Background: an optimization exercise with open tools, aiming at small area and a short achievable clock period. Do not read the settings as production practice.
Function was checked by simulation only, so behaviour that the tests miss may differ from the original.
No activity file was given, so power comes from the tool's default toggle rates.

[flow/run.sh]
#!/bin/bash
# synth_recipe.tcl (not shown) runs the flow's synth.tcl, then flattens the netlist and writes it again
# the make line also repeats each setting of config.mk as NAME=value (left out here)
make -C /OpenROAD-flow-scripts/flow DESIGN_CONFIG=/design/flow/config.mk WORK_HOME=/design/flow/orfs CLKGATE_MAP_FILE= SYNTH_SCRIPT=/design/flow/synth_recipe.tcl finish
[flow/config.mk]
export PLATFORM = sky130hd
export DESIGN_NAME = wwvb_core
export DESIGN_NICKNAME = wwvb_core
export VERILOG_FILES = /design/flow/design.v
export SDC_FILE = /design/flow/constraint.sdc
export NUM_CORES = 4
export LEC_CHECK = 0
export CAP_MARGIN = 20
export CORE_MARGIN = 2
export CORE_UTILIZATION = 40
export SLEW_MARGIN = 20
[flow/constraint.sdc]
create_clock -name core_clock -period 45.0 [get_ports {clk}]
set_input_delay 9.0000 -clock core_clock [delete_from_list [all_inputs] [get_ports {clk}]]
set_output_delay 9.0000 -clock core_clock [all_outputs]
set_load 0.01 [all_outputs]
[flow/design.v]
module wwvb_decoder (
    input  wire [63:0] bitseq,
    input  wire [6:0]  bit_len,
    input  wire signed [7:0] tz,
    output wire        incomplete,    
    output wire        invalid,       
    output wire        malformed,     
    output wire [7:0]  raw_minute,
    output wire [7:0]  raw_hour,
    output wire [10:0] raw_doy,
    output wire [7:0]  raw_yy,
    output wire [1:0]  raw_dst,
    output wire        raw_leap,
    output wire [15:0] year,
    output reg  [3:0]  month,
    output reg  [4:0]  day,
    output wire [2:0]  wday,
    output wire [4:0]  local_hour
);
    reg [63:0] elem;
    integer i;
    always @* begin
        for (i = 0; i < 64; i = i + 1)
            elem[i] = (i < bit_len) ? bitseq[i] : 1'b0;
    end
    wire [3:0] min_t  = {elem[0],  elem[1],  elem[2],  elem[3]};
    wire [3:0] min_u  = {elem[5],  elem[6],  elem[7],  elem[8]};
    wire [3:0] hr_t   = {elem[10], elem[11], elem[12], elem[13]};
    wire [3:0] hr_u   = {elem[15], elem[16], elem[17], elem[18]};
    wire [3:0] doy_h  = {elem[20], elem[21], elem[22], elem[23]};
    wire [3:0] doy_t  = {elem[25], elem[26], elem[27], elem[28]};
    wire [3:0] doy_u  = {elem[30], elem[31], elem[32], elem[33]};
    wire [3:0] yr_t   = {elem[45], elem[46], elem[47], elem[48]};
    wire [3:0] yr_u   = {elem[50], elem[51], elem[52], elem[53]};
    assign raw_leap   = elem[56];
    assign raw_dst    = {elem[57], elem[58]};
    assign raw_minute = min_t * 8'd10 + min_u;
    assign raw_hour   = hr_t * 8'd10 + hr_u;
    assign raw_doy    = doy_h * 11'd100 + doy_t * 11'd10 + doy_u;
    assign raw_yy     = yr_t * 8'd10 + yr_u;
    assign year = 16'd2000 + raw_yy;
    assign incomplete = (bit_len < 7'd40);
    assign invalid    = (raw_minute > 8'd59) || (raw_hour > 8'd23) ||
                        (raw_doy < 11'd1) || (raw_doy > 11'd366);
    wire leap_year = ((year % 16'd4) == 16'd0) &&
                     (((year % 16'd100) != 16'd0) || ((year % 16'd400) == 16'd0));
    function [4:0] days_in_month;
        input [3:0] m;
        input       leap;
        begin
            case (m)
                4'd2:                         days_in_month = leap ? 5'd29 : 5'd28;
                4'd4, 4'd6, 4'd9, 4'd11:      days_in_month = 5'd30;
                default:                      days_in_month = 5'd31;
            endcase
        end
    endfunction
    reg [10:0] r;
    reg        found;
    integer    k;
    always @* begin
        r     = raw_doy;
        found = 1'b0;
        month = 4'd1;
        day   = 5'd1;
        for (k = 1; k <= 12; k = k + 1) begin
            if (!found) begin
                if (r <= {6'd0, days_in_month(k[3:0], leap_year)}) begin
                    month = k[3:0];
                    day   = r[4:0];
                    found = 1'b1;
                end else begin
                    r = r - {6'd0, days_in_month(k[3:0], leap_year)};
                end
            end
        end
    end
    assign malformed = !found || (raw_doy < 11'd1);
    wire        jan_feb = (month < 4'd3);
    wire [15:0] z_year  = jan_feb ? year - 16'd1 : year;
    wire [4:0]  z_month = jan_feb ? month + 4'd12 : {1'b0, month};
    wire [15:0] z_k     = z_year % 16'd100;
    wire [15:0] z_j     = z_year / 16'd100;
    wire [15:0] z_sum   = day + (16'd13 * (z_month + 16'd1)) / 16'd5 +
                          z_k + z_k / 16'd4 + z_j / 16'd4 + 16'd5 * z_j;
    wire [15:0] z_h     = z_sum % 16'd7;
    wire [15:0] z_wd    = (z_h + 16'd5) % 16'd7;
    assign wday = z_wd[2:0];
    wwvb_local_hour u_lh (
        .utc_hour (raw_hour[4:0]),
        .tz       (tz),
        .dst      (raw_dst),
        .hour     (local_hour)
    );
endmodule
module wwvb_local_hour (
    input  wire [4:0]        utc_hour,
    input  wire signed [7:0] tz,
    input  wire [1:0]        dst,
    output wire [4:0]        hour
);
    wire signed [9:0] sum = $signed({5'd0, utc_hour}) + tz;
    wire signed [9:0] rem = sum % 10'sd24;
    wire signed [9:0] l0  = (rem < 0) ? rem + 10'sd24 : rem;
    wire        [4:0] l1  = l0[4:0];
    assign hour = (dst == 2'd2) ? ((l1 == 5'd23) ? 5'd0 : l1 + 5'd1) : l1;
endmodule
module wwvb_core #(
    parameter signed [7:0] TZ_INIT = -8'sd5
) (
    input  wire        clk,
    input  wire        rst,
    input  wire        edge_valid,
    input  wire        edge_dir,         
    input  wire [31:0] edge_ts,          
    input  wire        bus_valid,
    input  wire        bus_we,
    input  wire [3:0]  bus_addr,
    input  wire [31:0] bus_wdata,
    output wire        bus_ready,
    output reg         bus_rvalid,
    output reg  [31:0] bus_rdata,
    output reg         rtc_wr,
    output wire [15:0] rtc_year,
    output wire [3:0]  rtc_month,
    output wire [4:0]  rtc_day,
    output wire [2:0]  rtc_wday,
    output wire [4:0]  rtc_hour,
    output wire [5:0]  rtc_minute,
    output wire [5:0]  rtc_second,
    output wire [9:0]  rtc_subsec,
    output reg         evt_valid,
    output wire [2:0]  evt_code
);
    localparam [2:0] RES_NONE = 3'd0, RES_OK = 3'd1, RES_INCOMPLETE = 3'd2,
                     RES_INVALID = 3'd3, RES_MALFORMED = 3'd4;
    reg [31:0] last_edge_time;
    reg        have_edge;
    reg [63:0] bitseq;
    reg [6:0]  bit_len;
    reg [5:0]  sec_cnt;
    reg signed [7:0] tz;
    reg [15:0] clk_year;
    reg [3:0]  clk_month;
    reg [4:0]  clk_day;
    reg [2:0]  clk_wday;
    reg [4:0]  clk_hour;
    reg [5:0]  clk_minute;
    reg [1:0]  clk_dst;
    reg [4:0]  utc_hour;
    reg        synced;
    reg [2:0]  result;
    reg [7:0]  raw_minute_r;
    reg [7:0]  raw_hour_r;
    reg [10:0] raw_doy_r;
    reg [7:0]  raw_yy_r;
    reg [1:0]  raw_dst_r;
    reg        raw_leap_r;
    reg [31:0] snap_date;
    assign bus_ready = !rst && !edge_valid;
    wire do_edge = !rst && edge_valid;
    wire do_fall = do_edge && !edge_dir;
    wire do_bus  = !rst && !edge_valid && bus_valid;
    wire do_rd   = do_bus && !bus_we;
    wire do_wr   = do_bus && bus_we;
    wire [31:0] duration = edge_ts - last_edge_time;
    wire is_bit0 = (duration >= 32'd750) && (duration <= 32'd850);
    wire is_bit1 = (duration >= 32'd450) && (duration <= 32'd550);
    wire is_mark = (duration >= 32'd150) && (duration <= 32'd250);
    wire classify   = do_fall && have_edge;
    wire append_bit = classify && (is_bit0 || is_bit1);
    wire marker     = classify && is_mark;
    wire frame_done = marker && (sec_cnt == 6'd59);
    wire        dec_incomplete, dec_invalid, dec_malformed;
    wire [7:0]  dec_raw_minute, dec_raw_hour, dec_raw_yy;
    wire [10:0] dec_raw_doy;
    wire [1:0]  dec_raw_dst;
    wire        dec_raw_leap;
    wire [15:0] dec_year;
    wire [3:0]  dec_month;
    wire [4:0]  dec_day;
    wire [2:0]  dec_wday;
    wire [4:0]  dec_local_hour;
    wwvb_decoder u_dec (
        .bitseq     (bitseq),
        .bit_len    (bit_len),
        .tz         (tz),
        .incomplete (dec_incomplete),
        .invalid    (dec_invalid),
        .malformed  (dec_malformed),
        .raw_minute (dec_raw_minute),
        .raw_hour   (dec_raw_hour),
        .raw_doy    (dec_raw_doy),
        .raw_yy     (dec_raw_yy),
        .raw_dst    (dec_raw_dst),
        .raw_leap   (dec_raw_leap),
        .year       (dec_year),
        .month      (dec_month),
        .day        (dec_day),
        .wday       (dec_wday),
        .local_hour (dec_local_hour)
    );
    reg [2:0] dec_result;
    always @* begin
        if (dec_incomplete)      dec_result = RES_INCOMPLETE;
        else if (dec_invalid)    dec_result = RES_INVALID;
        else if (dec_malformed)  dec_result = RES_MALFORMED;
        else                     dec_result = RES_OK;
    end
    wire decode_ok = frame_done && (dec_result == RES_OK);
    wire               wr_tz  = do_wr && (bus_addr == 4'h2);
    wire signed [7:0]  new_tz = bus_wdata[7:0];
    wire [4:0]         reconf_hour;
    wwvb_local_hour u_reconf (
        .utc_hour (utc_hour),
        .tz       (new_tz),
        .dst      (clk_dst),
        .hour     (reconf_hour)
    );
    wire [31:0] date_word = {4'b0, clk_wday, clk_day, clk_month, clk_year};
    reg [31:0] rd_value;
    always @* begin
        case (bus_addr)
            4'h0: rd_value = {synced, 5'b0, clk_dst, 3'b0, utc_hour, 3'b0, clk_hour, 2'b0, clk_minute};
            4'h1: rd_value = snap_date;
            4'h2: rd_value = {{24{tz[7]}}, tz};
            4'h3: rd_value = {7'b0, have_edge, 5'b0, result, 1'b0, bit_len, 2'b0, sec_cnt};
            4'h4: rd_value = {3'b0, raw_leap_r, 2'b0, raw_dst_r, raw_yy_r, raw_hour_r, raw_minute_r};
            4'h5: rd_value = {21'b0, raw_doy_r};
            4'h6: rd_value = bitseq[31:0];
            4'h7: rd_value = bitseq[63:32];
            4'h8: rd_value = 32'hFFFF_FFFB;    
            4'h9: rd_value = 32'hFFFF_FFFA;    
            4'hA: rd_value = 32'hFFFF_FFF9;    
            4'hB: rd_value = 32'hFFFF_FFF8;    
            4'hC: rd_value = 32'hFFFF_FFF7;    
            4'hD: rd_value = 32'hFFFF_FFF6;    
            4'hE: rd_value = last_edge_time;
            default: rd_value = 32'h0;
        endcase
    end
    always @(posedge clk) begin
        if (rst) begin
            last_edge_time <= 32'd0;
            have_edge      <= 1'b0;
            bitseq         <= 64'd0;
            bit_len        <= 7'd0;
            sec_cnt        <= 6'd0;
            tz             <= TZ_INIT;
            clk_year       <= 16'd2000;
            clk_month      <= 4'd1;
            clk_day        <= 5'd1;
            clk_wday       <= 3'd5;
            clk_hour       <= 5'd0;
            clk_minute     <= 6'd0;
            clk_dst        <= 2'd0;
            utc_hour       <= 5'd0;
            synced         <= 1'b0;
            result         <= RES_NONE;
            raw_minute_r   <= 8'd0;
            raw_hour_r     <= 8'd0;
            raw_doy_r      <= 11'd0;
            raw_yy_r       <= 8'd0;
            raw_dst_r      <= 2'd0;
            raw_leap_r     <= 1'b0;
            snap_date      <= 32'h0A11_07D0;
            bus_rvalid     <= 1'b0;
            bus_rdata      <= 32'd0;
            rtc_wr         <= 1'b0;
            evt_valid      <= 1'b0;
        end else begin
            bus_rvalid <= do_rd;
            rtc_wr     <= decode_ok || (wr_tz && synced);
            evt_valid  <= frame_done;
            if (do_rd) begin
                bus_rdata <= rd_value;
                if (bus_addr == 4'h0)
                    snap_date <= date_word;
            end
            if (do_edge) begin
                last_edge_time <= edge_ts;
                have_edge      <= 1'b1;
            end
            if (append_bit) begin
                if (bit_len < 7'd64)
                    bitseq[bit_len[5:0]] <= is_bit1;
                if (bit_len < 7'd127)
                    bit_len <= bit_len + 7'd1;
            end
            if (marker)
                sec_cnt <= sec_cnt + 6'd1;
            if (frame_done) begin
                bitseq  <= 64'd0;
                bit_len <= 7'd0;
                sec_cnt <= 6'd0;
                result  <= dec_result;
                if (!dec_incomplete) begin
                    raw_minute_r <= dec_raw_minute;
                    raw_hour_r   <= dec_raw_hour;
                    raw_doy_r    <= dec_raw_doy;
                    raw_yy_r     <= dec_raw_yy;
                    raw_dst_r    <= dec_raw_dst;
                    raw_leap_r   <= dec_raw_leap;
                end
                if (decode_ok) begin
                    clk_year   <= dec_year;
                    clk_month  <= dec_month;
                    clk_day    <= dec_day;
                    clk_wday   <= dec_wday;
                    clk_hour   <= dec_local_hour;
                    clk_minute <= dec_raw_minute[5:0];
                    clk_dst    <= dec_raw_dst;
                    utc_hour   <= dec_raw_hour[4:0];
                    synced     <= 1'b1;
                end
            end
            if (wr_tz) begin
                tz <= new_tz;
                if (synced)
                    clk_hour <= reconf_hour;
            end
        end
    end
    assign rtc_year   = clk_year;
    assign rtc_month  = clk_month;
    assign rtc_day    = clk_day;
    assign rtc_wday   = clk_wday;
    assign rtc_hour   = clk_hour;
    assign rtc_minute = clk_minute;
    assign rtc_second = 6'd0;
    assign rtc_subsec = 10'd0;
    assign evt_code   = result;
endmodule
==> out/metrics.cfg <==
[detailed_routing]
drc = 0
drt-pass1-iter-count = 6
drt-initial-drc-count = 2779
via_count = 28770
ant_nets = 0
drt-vias-per-instance = 5.839
routedWlPerCell_um = 19.24
drt-total-wl_mm = 94.78

[setup_path]
critPathMaxStageDelay_ns = 0.59
crit_path_max_fanout = 17
cp-start-kind = flop
cp.arrival_ns = 41.73
critPathCaptureType = flop
crit_type = reg -> reg
critPathRequiredTime_ns = 45.45
cpMostUsedCell = inv_1
critPathSlowestCell = or4_4

[placement]
place_area_mm2 = 0.03100
portBuffers = 123
dp_hpwl_mm = 73.22
gp_congestion = 0.9933

[clock_tree]
htreeDepth = 1
cts-root-buf = clkbuf_16
cts_tree = yes
cts_buffers = 31
cts.sinks = 259
cts_max_path_buffers = 3
ctsHoldBuffers = 0
clk_latency_ns = 0.59
cts.reportedPaths.clkPinSlew_ns = 0.06

[grt]
grt_max_degree = 81
antenna_found_initial = 0
grt_pass1_wl_mm = 147.0
globalRouteTotalUtil = 0.2542
first_global_vias = 26168
overflow = 0

[power_and_ir_drop]
cellPowerDensity_mw_per_mm2 = 120.2
p_total_mw = 3.869
p_leak_nw = 13.15
ir_worst_vdd_v = 0.0008370

[synthesis]
synth_compound_area_frac = 0.2805
ys_seq_area_frac = 0.1854
synth_simple_gate_area_frac = 0.2316
synthAdderAreaFrac = 0.1283
synth_top_family_by_area = compound AO/OA/AOI/OAI gates
ys_warn_count = 2
synth_xor_area_frac = 0.06128
ys.flop_type = dfxtp_1
syn_avg_cell_area_um2 = 7.400
async_flop_share = 0
synth_seq_cells = 259
synth.distinct_cells = 126
syn_area_mm2 = 0.02797
synthMuxAreaShare = 0.04889
synthCells = 3780
synth_edf_count = 0

[layout]
drive_above_1_share = 0.09715
final_nets = 4290
area_growth_pct = 15.07
final_area_mm2 = 0.03219
post-route-util = 0.4669

[sta]
slew_viol_final = 0
tightest_slew_ns = 1.124
whs_ns = 0.4508
fin_skew_ns = 0.009381
fin_crit_sh = 0.9174
max_slew_margin = 0.2480
setup_viol = 0
finalWorstPathRequiredPeriod_ns = 41.28
finalHoldViolations = 0
fin_setup_tns_ns = 0
fmax_mhz = 24.22

[floorplanning]
die-height_um = 268.4
initial_core_util = 0.4057
die_area_mm2 = 0.07206
ios = 168
die_x_um = 268.4
fp-row-count = 96
core_area_mm2 = 0.06895

[run_status]
status = complete, no violations

[hold_path]
hold_class = reg -> reg

[run]
drv_cap = 0

==> cell families (layout without fill, tap and decap cells) <==
kind of cell,count (synthesis),after routing
AO/OA/AOI/OAI,1143,1143
other,2,42
adder cells (fa/ha/maj),253,253
AND/OR/NAND/NOR,1365,1365
multiplexers,135,135
buffers and inverters,429,605
XOR/XNOR,194,194
flip-flops,259,259
==> cell usage after synthesis, types with 16 or more instances <==
| library cell | number | share of area |
|---|---|---|
| buf_4 | 31 | 0.0083 |
| and3_1 | 38 | 0.0085 |
| a222oi_1 | 16 | 0.0057 |
| a221oi_1 | 34 | 0.011 |
| a211oi_1 | 36 | 0.0097 |
| nor2b_1 | 34 | 0.0076 |
| or3_1 | 32 | 0.0072 |
| a21o_1 | 42 | 0.011 |
| inv_1 | 246 | 0.033 |
| nor3_1 | 108 | 0.019 |
| nand3_1 | 102 | 0.018 |
| mux2i_1 | 122 | 0.044 |
| ha_1 | 182 | 0.081 |
| a22oi_1 | 46 | 0.012 |
| buf_2 | 19 | 0.0034 |
| o21ai_0 | 194 | 0.035 |
| or2_2 | 27 | 0.0060 |
| o21bai_1 | 17 | 0.0046 |
| a21oi_1 | 320 | 0.057 |
| fa_1 | 60 | 0.043 |
| xor2_1 | 59 | 0.018 |
| clkbuf_1 | 119 | 0.016 |
| xnor2_1 | 133 | 0.042 |
| dfxtp_1 | 259 | 0.19 |
| a21boi_0 | 33 | 0.0089 |
| nor2_1 | 389 | 0.052 |
| nand2_1 | 422 | 0.057 |
| o21a_1 | 47 | 0.013 |
| nand2b_1 | 37 | 0.0083 |
| o22ai_1 | 16 | 0.0036 |
| nand4_1 | 26 | 0.0058 |
| o211ai_1 | 43 | 0.012 |
| o31ai_1 | 31 | 0.0083 |
| and2_1 | 43 | 0.0096 |
| a31oi_1 | 46 | 0.010 |
| nor4_1 | 28 | 0.0063 |
==> stage by stage <==
stage	std cells	worst slack, ns
floorplan	3818	3.472
global placement	4860	2.220
detailed placement	4860	2.162
CTS	4913	1.913
global route	4925	-0.01383
finish	4927	3.719
==> layer usage <==
metal / global-route usage / routed length (µm)
met5: 0 / 0
met4: 0.07327 / 2898
met3: 0.03315 / 7005
met2: 0.4147 / 42400
met1: 0.3504 / 42470
==> critical path: cells and delay by family, from the launching register on <==
family | cells | cell delay [ns]
compound gates | 75 | 14.42
xor+xnor | 9 | 1.56
fa+ha+maj | 30 | 8.92
buf+inv | 30 | 3.59
flops | 1 | 0.30
mux | 6 | 1.29
simple gates | 58 | 11.01
==> cell usage in the layout (no fill, tap or decap), types with 34 or more instances in the layout <==
master / count
a211oi_1: 36
a21o_1: 42
a21oi_1: 317
a221oi_1: 34
a22oi_1: 45
a31oi_1: 46
and2_1: 43
and3_1: 38
buf_4: 183
clkdlybuf4s50_1: 121
conb_1: 40
dfxtp_1: 257
fa_1: 60
ha_1: 178
inv_1: 246
mux2i_1: 121
nand2_1: 421
nand2b_1: 36
nand3_1: 102
nor2_1: 384
nor2b_1: 34
nor3_1: 104
o211ai_1: 43
o21a_1: 47
o21ai_0: 193
xnor2_1: 132
xor2_1: 59
==> final timing paths <==
kind                              startpoint                    endpoint  slack [ns]  depth (start not counted)
setup / recovery     bit_len[0]$_SDFFE_PP0P_    clk_wday[1]$_SDFFE_PP0P_        3.72                        208
hold / removal    raw_hour_r[0]$_SDFFE_PP0P_  raw_hour_r[0]$_SDFFE_PP0P_        0.45                          2
setup reg to reg     bit_len[0]$_SDFFE_PP0P_    clk_wday[1]$_SDFFE_PP0P_        3.72                        208
hold reg to reg   raw_hour_r[0]$_SDFFE_PP0P_  raw_hour_r[0]$_SDFFE_PP0P_        0.45                          2
==> registers in the layout, indices dropped and copies added (netlist names), 2 cells and up <==
| name | flops |
|---|---|
| last_edge_time | 32 |
| bitseq | 64 |
| clk_hour | 5 |
| sec_cnt | 6 |
| raw_doy_r | 11 |
| bit_len | 7 |
| clk_dst | 2 |
| tz | 8 |
| snap_date | 23 |
| clk_wday | 3 |
| raw_yy_r | 8 |
| raw_hour_r | 8 |
| result | 3 |
| clk_year | 11 |
| clk_month | 4 |
| clk_day | 5 |
| utc_hour | 5 |
| raw_dst_r | 2 |
| raw_minute_r | 8 |
| clk_minute | 6 |
| bus_rdata | 32 |
==> where the power goes <==
group,switching (mW),total (mW),internal [mW]
combinational,1.48,3.39,1.91
clock,0.104,0.244,0.140
sequential,0.00275,0.235,0.232
total,1.59,3.87,2.28
==> layout make-up <==
class	instances	area, µm²
well taps	931	1165
flip-flops and latches	259	5187
fillers	7047	36760
clock inverters	13	100.1
inverters	247	927.1
repair buffers	305	2590
clock buffers	40	869.6
diodes	2	5.005
multi-input cells	3130	21350
==> repair_timing <==
action,in CTS,in global routing
buffers inserted,0,12
gates resized for setup,0,27
hold endpoints to repair,0,0
endpoints found under the setup margin,0,3

static timing again, ports no longer ideal:
The results above use ideal ports. As a check the final layout listed here was re-extracted and re-timed, cells and wires unchanged.
Step 1: set_driving_cell puts a clkbuf_16 on clk and a buf_2 on each other input, an assumption about the parent block.
Step 2 times the ports against the registers' clock, not the clock port: input delays grow and output delays shrink by t, the midpoint of the rising clock arrivals with the driver on.
a / b / c = ideal / step 1 / step 2; a / b = the first two.
t, ns: 0.643
setup slack, ns: 3.719 / 3.718 / 3.718
slew at the worst register clock pin (ns): 0.06 / 0.06
worst slew at a driven data input, ns: 0.06
After both steps setup and hold are still met in this run. The setup slack of this run moves by -0.001 ns with the drivers and by -0.001 ns with both steps.
